Background: an optimization exercise with open tools, aiming at small area, a short achievable clock period and few clock cycles per item. Do not read the settings as production practice.
Where RTL was checked, it was by simulation tests only, not by an equivalence proof against the original.
No activity file was given, so power comes from the tool's default toggle rates.

==> 05-10: inputs <==
==> flow/design.v (excerpt) <==
module vcpu_decoder (
    input  wire        clk,
    input  wire        rst,         
    input  wire [63:0] in_data,
    input  wire [7:0]  in_oob,
    input  wire [3:0]  in_avail,
    output wire [3:0]  in_take,
    output reg         out_valid,
    output reg         out_ok,
    output reg  [2:0]  out_reason,
    output reg  [4:0]  out_len,
    output reg  [7:0]  out_op,
    output reg  [1:0]  out_size,
    output reg         out_dcr,
    output reg         out_scr,
    output reg  [3:0]  out_d_reg,
    output reg  [2:0]  out_d_mode,
    output wire [7:0]  out_d_xb,
    output reg  [63:0] out_d_val,
    output reg  [3:0]  out_s_reg,
    output reg  [2:0]  out_s_mode,
    output wire [7:0]  out_s_xb,
    output reg  [63:0] out_s_val
);
export LEC_CHECK = 0
export ABC_AREA = 1
export CAP_MARGIN = 20
export CORE_MARGIN = 2
export CORE_UTILIZATION = 40
export SETUP_SLACK_MARGIN = 0.6
export SLEW_MARGIN = 20
create_clock -name core_clock -period 5.0 [get_ports {clk}]
standard.sh (not shown) runs the stock make flow with config.mk's settings and CLKGATE_MAP_FILE= SYNTH_SCRIPT=/design/flow/synth_recipe.tcl, a recipe that flattens the netlist after the stock synthesis.
==> flow/flow/run.sh <==
#!/bin/bash
# The standard layout, with the smallest buffer (buf_1) on every input and
# output port in place of ORFS's default port buffer (clkdlybuf4s50_1); the
# resizer still upsizes any port buffer that timing or slew needs.
set -euo pipefail
export BUFFER_PORTS_ARGS="-buffer_cell sky130_fd_sc_hd__buf_1"
bash standard.sh > standard_flow.log 2>&1
==> 08-03 (differences from 05-10) <==
--- a/flow/design.v
+++ b/flow/design.v
@@ -112,18 +112,22 @@
     generate
         for (gi = 0; gi < 8; gi = gi + 1) begin : g_w
             assign w[gi] = in_data[8*gi +: 8];
         end
     endgenerate
     wire [7:0] o = in_oob;
+    wire [3:0] av = in_avail;
     wire [7:0] a;
-    generate
-        for (gi = 0; gi < 8; gi = gi + 1) begin : g_a
-            assign a[gi] = (in_avail > gi);
-        end
-    endgenerate
+    assign a[0] = av[3] | av[2] | av[1] | av[0];
+    assign a[1] = av[3] | av[2] | av[1];
+    assign a[2] = av[3] | av[2] | (av[1] & av[0]);
+    assign a[3] = av[3] | av[2];
+    assign a[4] = av[3] | (av[2] & (av[1] | av[0]));
+    assign a[5] = av[3] | (av[2] & av[1]);
+    assign a[6] = av[3] | (av[2] & av[1] & av[0]);
+    assign a[7] = av[3];
     assign out_d_xb = out_d_val[7:0];
     assign out_s_xb = out_s_val[7:0];
     wire st_op = (state == ST_OP);
     wire st_dp = (state == ST_DPAY);
     wire st_sp = (state == ST_SPAY);
     wire [1:0] h_fmt   = fmt_of(w[0]);
@@ -209,19 +213,18 @@
         end else begin
             fl = {7'd0, s_bad};
             en = 8'b0000_0001;
         end
     end
     wire [7:0] stop = fl | o | en;
-    wire [7:0] z    = stop | ~a;
     reg  [7:0] f;            
     integer k;
     always @(*) begin
         f = 8'd0;
         for (k = 7; k >= 0; k = k - 1)
-            if (z[k]) f = 8'd1 << k;
+            if (stop[k]) f = 8'd1 << k;
     end
     wire       go    = |(f & a);                  
     wire       go_w  = go && wide;                
     wire       ser   = !go && a[0];               
     wire       fails = |(f & a & (fl | o));
     reg [3:0] take;
@@ -345,18 +348,19 @@
             s_en[j] = st_op || sp_w || (sp_s && (cnt == j + 1 || cnt == r_ls));
             n_dval[8*j +: 8] = d_b[j] | ({8{dp_s && (cnt == j + 1)}} & w[0]);
             n_sval[8*j +: 8] = s_b[j] | ({8{sp_s && (cnt == j + 1)}} & w[0]);
         end
     end
     wire [4:0] len_base = st_op ? 5'd0 : out_len;
-    reg  [4:0] n_len;
+    reg  [3:0] n_tk;
     always @(*) begin
-        n_len = len_base + 5'd1;
+        n_tk = 4'd1;
         for (k = 0; k < 8; k = k + 1)
-            if (f[k] && a[k]) n_len = len_base + k + 1;
+            if (f[k] && a[k]) n_tk = k + 1;
     end
+    wire [4:0] n_len = len_base + {1'b0, n_tk};
     wire ld_b1 = (state == ST_B1) && a[0];
     wire ld_dd = (state == ST_DD) && a[0];
     wire ld_sd = (state == ST_SD) && a[0];
     always @(posedge clk) begin
         for (k = 0; k < 8; k = k + 1) begin
             out_d_val[8*k +: 8] <= n_dval[8*k +: 8] | ({8{!d_en[k]}} & out_d_val[8*k +: 8]);
Settings changed: SETUP_SLACK_MARGIN 0.6 to 0.4.
==> 05-24 (differences from 05-10) <==
--- a/flow/design.v
+++ b/flow/design.v
@@ -112,18 +112,22 @@
     generate
         for (gi = 0; gi < 8; gi = gi + 1) begin : g_w
             assign w[gi] = in_data[8*gi +: 8];
         end
     endgenerate
     wire [7:0] o = in_oob;
+    wire [3:0] av = in_avail;
     wire [7:0] a;
-    generate
-        for (gi = 0; gi < 8; gi = gi + 1) begin : g_a
-            assign a[gi] = (in_avail > gi);
-        end
-    endgenerate
+    assign a[0] = av[3] | av[2] | av[1] | av[0];
+    assign a[1] = av[3] | av[2] | av[1];
+    assign a[2] = av[3] | av[2] | (av[1] & av[0]);
+    assign a[3] = av[3] | av[2];
+    assign a[4] = av[3] | (av[2] & (av[1] | av[0]));
+    assign a[5] = av[3] | (av[2] & av[1]);
+    assign a[6] = av[3] | (av[2] & av[1] & av[0]);
+    assign a[7] = av[3];
     assign out_d_xb = out_d_val[7:0];
     assign out_s_xb = out_s_val[7:0];
     wire st_op = (state == ST_OP);
     wire st_dp = (state == ST_DPAY);
     wire st_sp = (state == ST_SPAY);
     wire [1:0] h_fmt   = fmt_of(w[0]);
@@ -152,18 +156,18 @@
         else if (h_isU) begin
             h_end[2] = h_ldo[0] || h_ldo[4];
             h_end[3] = h_ldo[1];
             h_end[4] = h_ldo[2];
             h_end[6] = h_ldo[3];
         end else begin
-            h_end[3] = h_ldo[4] || (h_ldo[0] && (h_lso[0] || h_lso[4]));
+            h_end[3] = h_ldo[0] && (h_lso[0] || h_lso[4]);
             h_end[4] = (h_ldo[0] && h_lso[1]) || (h_ldo[1] && (h_lso[0] || h_lso[3] || h_lso[4]));
             h_end[5] = (h_ldo[0] && h_lso[2]) || (h_ldo[1] && h_lso[1]) ||
                        (h_ldo[2] && (h_lso[0] || h_lso[3] || h_lso[4]));
             h_end[6] = (h_ldo[1] && h_lso[2]) || (h_ldo[2] && h_lso[1]);
-            h_end[7] = (h_ldo[0] && h_lso[3]) || (h_ldo[2] && h_lso[2]) || h_ldo[3];
+            h_end[7] = (h_ldo[0] && h_lso[3]) || (h_ldo[2] && h_lso[2]) || h_ldo[3] || h_ldo[4];
         end
     end
     wire [7:0] h_fail;
     assign h_fail[0] = h_bad0;
     assign h_fail[1] = (h_b1r != 3'd0);
     assign h_fail[2] = h_bad2;
@@ -177,13 +181,14 @@
     wire [3:0] r_ls   = (r_fmt == F_B) ? plen_of(out_s_mode, out_size) : 4'd0;
     wire [4:0] r_lso  = plen_oh(out_s_mode, out_size);
     wire       r_drr  = (out_d_mode == 3'd5);
     wire       r_srr  = (out_s_mode == 3'd5);
     wire dp_wide = st_dp && (cnt == 4'd8);
     wire sp_wide = st_sp && (cnt == r_ls);
-    wire wide    = st_op || dp_wide || sp_wide;
+    wire dp4     = st_dp && (cnt == 4'd4);
+    wire wide    = st_op || dp_wide || sp_wide || dp4;
     reg       s_bad;
     reg [2:0] s_rsn;
     always @(*) begin
         s_bad = 1'b0;
         s_rsn = R_INVALID_ADDR;
         case (state)
@@ -200,28 +205,30 @@
         if (st_op) begin
             fl = h_fail;
             en = h_end;
         end else if (dp_wide) begin
             fl = 8'd0;
             en = 8'b1000_0000;
+        end else if (dp4) begin
+            fl = {3'd0, r_srr && w[4][3], 4'd0};
+            en = {r_lso[3], 1'b0, r_lso[2], r_lso[1], r_lso[0] || r_lso[4] || (r_fmt != F_B), 3'd0};
         end else if (sp_wide) begin
             fl = {7'd0, r_srr && w[0][3]};
             en = {r_lso[4], 3'd0, r_lso[3], 1'b0, r_lso[2], r_lso[1]};
         end else begin
             fl = {7'd0, s_bad};
             en = 8'b0000_0001;
         end
     end
     wire [7:0] stop = fl | o | en;
-    wire [7:0] z    = stop | ~a;
     reg  [7:0] f;            
     integer k;
     always @(*) begin
         f = 8'd0;
         for (k = 7; k >= 0; k = k - 1)
-            if (z[k]) f = 8'd1 << k;
+            if (stop[k]) f = 8'd1 << k;
     end
     wire       go    = |(f & a);                  
     wire       go_w  = go && wide;                
     wire       ser   = !go && a[0];               
     wire       fails = |(f & a & (fl | o));
     reg [3:0] take;
@@ -244,14 +251,16 @@
         n_rec   = 1'b0;
         if (go) begin
             if (fails)
                 n_rec = 1'b1;
             else case (state)
                 ST_OP:
-                    if (h_isU && h_ldo[4] || h_isB && h_ldo[4]) begin
+                    if (h_isU && h_ldo[4]) begin
                         n_state = ST_DPAY; n_cnt = 4'd8;
+                    end else if (h_isB && h_ldo[4]) begin
+                        n_state = ST_DPAY; n_cnt = 4'd4;
                     end else if (h_isB && !h_lso[0] && !h_sfit) begin
                         n_state = ST_SPAY; n_cnt = h_ls;
                     end else
                         n_rec = 1'b1;
                 ST_B1:
                     if (r_fmt == F_Z) n_rec = 1'b1;
@@ -265,13 +274,17 @@
                     if (r_ld != 4'd0) begin
                         n_state = ST_DPAY; n_cnt = r_ld;
                     end else if (plen_of(w[0][2:0], out_size) != 4'd0) begin
                         n_state = ST_SPAY; n_cnt = plen_of(w[0][2:0], out_size);
                     end else n_rec = 1'b1;
                 ST_DPAY:
-                    if (cnt != 4'd1 && !dp_wide) n_cnt = cnt - 4'd1;
+                    if (dp4) begin
+                        if (r_lso[4] && r_fmt == F_B) begin
+                            n_state = ST_SPAY; n_cnt = 4'd8;
+                        end else n_rec = 1'b1;
+                    end else if (cnt != 4'd1 && !dp_wide) n_cnt = cnt - 4'd1;
                     else if (r_ls != 4'd0) begin
                         n_state = ST_SPAY; n_cnt = r_ls;
                     end else n_rec = 1'b1;
                 default:
                     if (cnt != 4'd1 && !sp_wide) n_cnt = cnt - 4'd1;
                     else n_rec = 1'b1;
@@ -297,13 +310,13 @@
     wire       h_se4  = h_l0 && h_sn1;
     wire       h_se5  = (h_l0 && h_sn2) || (h_l1 && h_sn1);
     wire       h_se6  = (h_l1 && h_sn2) || (h_l2 && h_sn1);
     wire       h_se7  = (h_l0 && h_sn4) || (h_l2 && h_sn2);
     wire dp_w  = dp_wide;
     wire sp_w  = sp_wide;
-    wire dp_s  = st_dp && !dp_wide;
+    wire dp_s  = st_dp && !dp_wide && !dp4;
     wire sp_s  = st_sp && !sp_wide;
     wire r_sn1 = r_lso[1];
     wire r_sn2 = r_lso[2];
     wire r_sn4 = r_lso[3];
     wire r_sn8 = r_lso[4];
     wire du = st_op && h_isU;
@@ -325,12 +338,21 @@
                | ({8{st_op && ((h_l2 && h_sn2) || (h_l0 && h_sn4))}} & w[6]);
         s_b[2] = ({8{st_op && h_l0 && h_sn4}} & w[5]);
         s_b[3] = ({8{st_op && h_l0 && h_sn4}} & w[4]);
         s_b[4] = 8'd0; s_b[5] = 8'd0; s_b[6] = 8'd0; s_b[7] = 8'd0;
         for (j = 0; j < 8; j = j + 1)
             d_b[j] = d_b[j] | ({8{dp_w}} & w[7 - j]);
+        for (j = 4; j < 8; j = j + 1)
+            d_b[j] = d_b[j] | ({8{db && h_ldo[4]}} & w[11 - j]);
+        for (j = 0; j < 4; j = j + 1)
+            d_b[j] = d_b[j] | ({8{dp4}} & w[3 - j]);
+        s_b[0] = s_b[0] | ({8{dp4 && r_sn1}} & w[4]) | ({8{dp4 && r_sn2}} & w[5])
+               | ({8{dp4 && r_sn4}} & w[7]);
+        s_b[1] = s_b[1] | ({8{dp4 && r_sn2}} & w[4]) | ({8{dp4 && r_sn4}} & w[6]);
+        s_b[2] = s_b[2] | ({8{dp4 && r_sn4}} & w[5]);
+        s_b[3] = s_b[3] | ({8{dp4 && r_sn4}} & w[4]);
         s_b[0] = s_b[0] | ({8{sp_w && r_sn1}} & w[0]) | ({8{sp_w && r_sn2}} & w[1])
                | ({8{sp_w && r_sn4}} & w[3]) | ({8{sp_w && r_sn8}} & w[7]);
         s_b[1] = s_b[1] | ({8{sp_w && r_sn2}} & w[0]) | ({8{sp_w && r_sn4}} & w[2])
                | ({8{sp_w && r_sn8}} & w[6]);
         s_b[2] = s_b[2] | ({8{sp_w && r_sn4}} & w[1]) | ({8{sp_w && r_sn8}} & w[5]);
         s_b[3] = s_b[3] | ({8{sp_w && r_sn4}} & w[0]) | ({8{sp_w && r_sn8}} & w[4]);
@@ -338,25 +360,27 @@
             s_b[j] = s_b[j] | ({8{sp_w && r_sn8}} & w[7 - j]);
     end
     reg [63:0] n_dval, n_sval;
     reg [7:0]  d_en, s_en;
     always @(*) begin
         for (j = 0; j < 8; j = j + 1) begin
-            d_en[j] = st_op || dp_w || (dp_s && (cnt == j + 1 || cnt == r_ld));
-            s_en[j] = st_op || sp_w || (sp_s && (cnt == j + 1 || cnt == r_ls));
+            d_en[j] = st_op || dp_w || (dp4 && (j < 4 || r_ld != 4'd8)) ||
+                      (dp_s && (cnt == j + 1 || cnt == r_ld));
+            s_en[j] = st_op || sp_w || dp4 || (sp_s && (cnt == j + 1 || cnt == r_ls));
             n_dval[8*j +: 8] = d_b[j] | ({8{dp_s && (cnt == j + 1)}} & w[0]);
             n_sval[8*j +: 8] = s_b[j] | ({8{sp_s && (cnt == j + 1)}} & w[0]);
         end
     end
     wire [4:0] len_base = st_op ? 5'd0 : out_len;
-    reg  [4:0] n_len;
+    reg  [3:0] n_tk;
     always @(*) begin
-        n_len = len_base + 5'd1;
+        n_tk = 4'd1;
         for (k = 0; k < 8; k = k + 1)
-            if (f[k] && a[k]) n_len = len_base + k + 1;
+            if (f[k] && a[k]) n_tk = k + 1;
     end
+    wire [4:0] n_len = len_base + {1'b0, n_tk};
     wire ld_b1 = (state == ST_B1) && a[0];
     wire ld_dd = (state == ST_DD) && a[0];
     wire ld_sd = (state == ST_SD) && a[0];
     always @(posedge clk) begin
         for (k = 0; k < 8; k = k + 1) begin
             out_d_val[8*k +: 8] <= n_dval[8*k +: 8] | ({8{!d_en[k]}} & out_d_val[8*k +: 8]);
Settings changed: SETUP_SLACK_MARGIN 0.6 to default.
==> summary.txt <==
The highest synthesized area belongs to 05-10, the lowest to 08-03.
Against 05-10, the cell area of 08-03 is smaller by 9.5%.
Sequential power is about the same in 05-10 and 05-24.
Of 08-03 and 05-24, 05-24 has the higher routed wire length (gap 14%, measured against 05-24).
Between 05-10 and 05-24, the lower die area is in 05-24 (gap 3.9%, measured against 05-24).
First-iteration DRC count, lowest first: 08-03, 05-10, 05-24.
In clock power, 05-24 and 05-10 hardly differ.
In 08-03 the register-to-register slack is higher than in 05-24, by 160 ps.
Worst setup slack: 08-03 is worse than 05-10 (150 ps).
==> figures <==
| item | 08-03 | 05-24 | 05-10 |
|---|---|---|---|
| Status | complete, no violations | complete, no violations | complete, no violations |
| Critical path class | in -> out | reg -> out | in -> out |
| Layout Utilization | 49.8% | 49.2% | 51.4% |
| Fill cell instance count of the final layout | 2660 | 2742 | 2746 |
| Count of multi-input gates | 1030 | 1056 | 1138 |
| Count of standard-cell rows | 58 | 59 | 60 |
| Share of layout cells above drive strength 1 | 11.1% | 8.50% | 15.3% |
| Type of origin of the critical path | input pin | flop | input pin |
| Minimum clock period after layout | 4410 ps | 4810 ps | 4260 ps |
| Power Dens Cells | 282 nW/um2 | 282 nW/um2 | 263 nW/um2 |
| Global-route wire length before repair | 67600 um | 78500 um | 74300 um |
| Final #Nets | 1834 | 1877 | 1979 |
| Average via count per standard cell | 5.80 | 6.08 | 5.86 |
| Signal buffers share of area | 11.9% | 11.6% | 12.6% |
| Fraction of the mapped netlist area in compound gates | 22.2% | 26.1% | 21.8% |
| Effective utilization at floorplan | 40.4% | 40.4% | 40.5% |
| Hold path startpoint | out_d_val[62]$_DFF_P_ | out_d_val[60]$_DFF_P_ | out_d_val[58]$_DFF_P_ |
| Total placed instance area | 11500 um2 | 12000 um2 | 12300 um2 |
| Inverter count of the layout excluding clock inverters | 203 | 216 | 214 |
Testbench counts of 05-10, summed over its fixed seeds: cycles 19,091, insns 13,919.
Testbench counts of 08-03, summed over its fixed seeds: cycles 19,091, insns 13,919.
For 05-24, only the layout was checked, not whether the RTL still works.

-- afterwards: timing with drivers on the ports --
How much do the figures lean on ideal ports? The routed layouts below were timed once more, with nothing changed but the port constraints. Step 1: set_driving_cell puts a clkbuf_16 on clk and a buf_2 on each other input, an assumption about the parent block. Step 2 adds t to the input delays and takes it off the output delays; t is the mean of the earliest and latest rising clock arrival at the registers after step 1. Input paths then give back, and output paths get back, about the clock's delay inside the block. Three values: no drivers, after step 1, after step 2; two values: the first two.
run | t (ns) | setup slack, ns | worst hold slack (ns) | worst setup path at the end
05-10 | 0.501 | 0.735 / 0.700 / 0.706 | 0.473 / 0.473 / 0.473 | input to output
08-03 | 0.494 | 0.586 / 0.555 / 0.318 | 0.470 / 0.470 / 0.470 | input to register
05-24 | 0.492 | 0.188 / 0.139 / 0.228 | 0.455 / 0.455 / 0.455 | input to output
After both steps every run listed still meets setup and hold. The setup slack of 08-03, which loses most, moves by -0.031 ns with the drivers and by -0.268 ns with both steps.
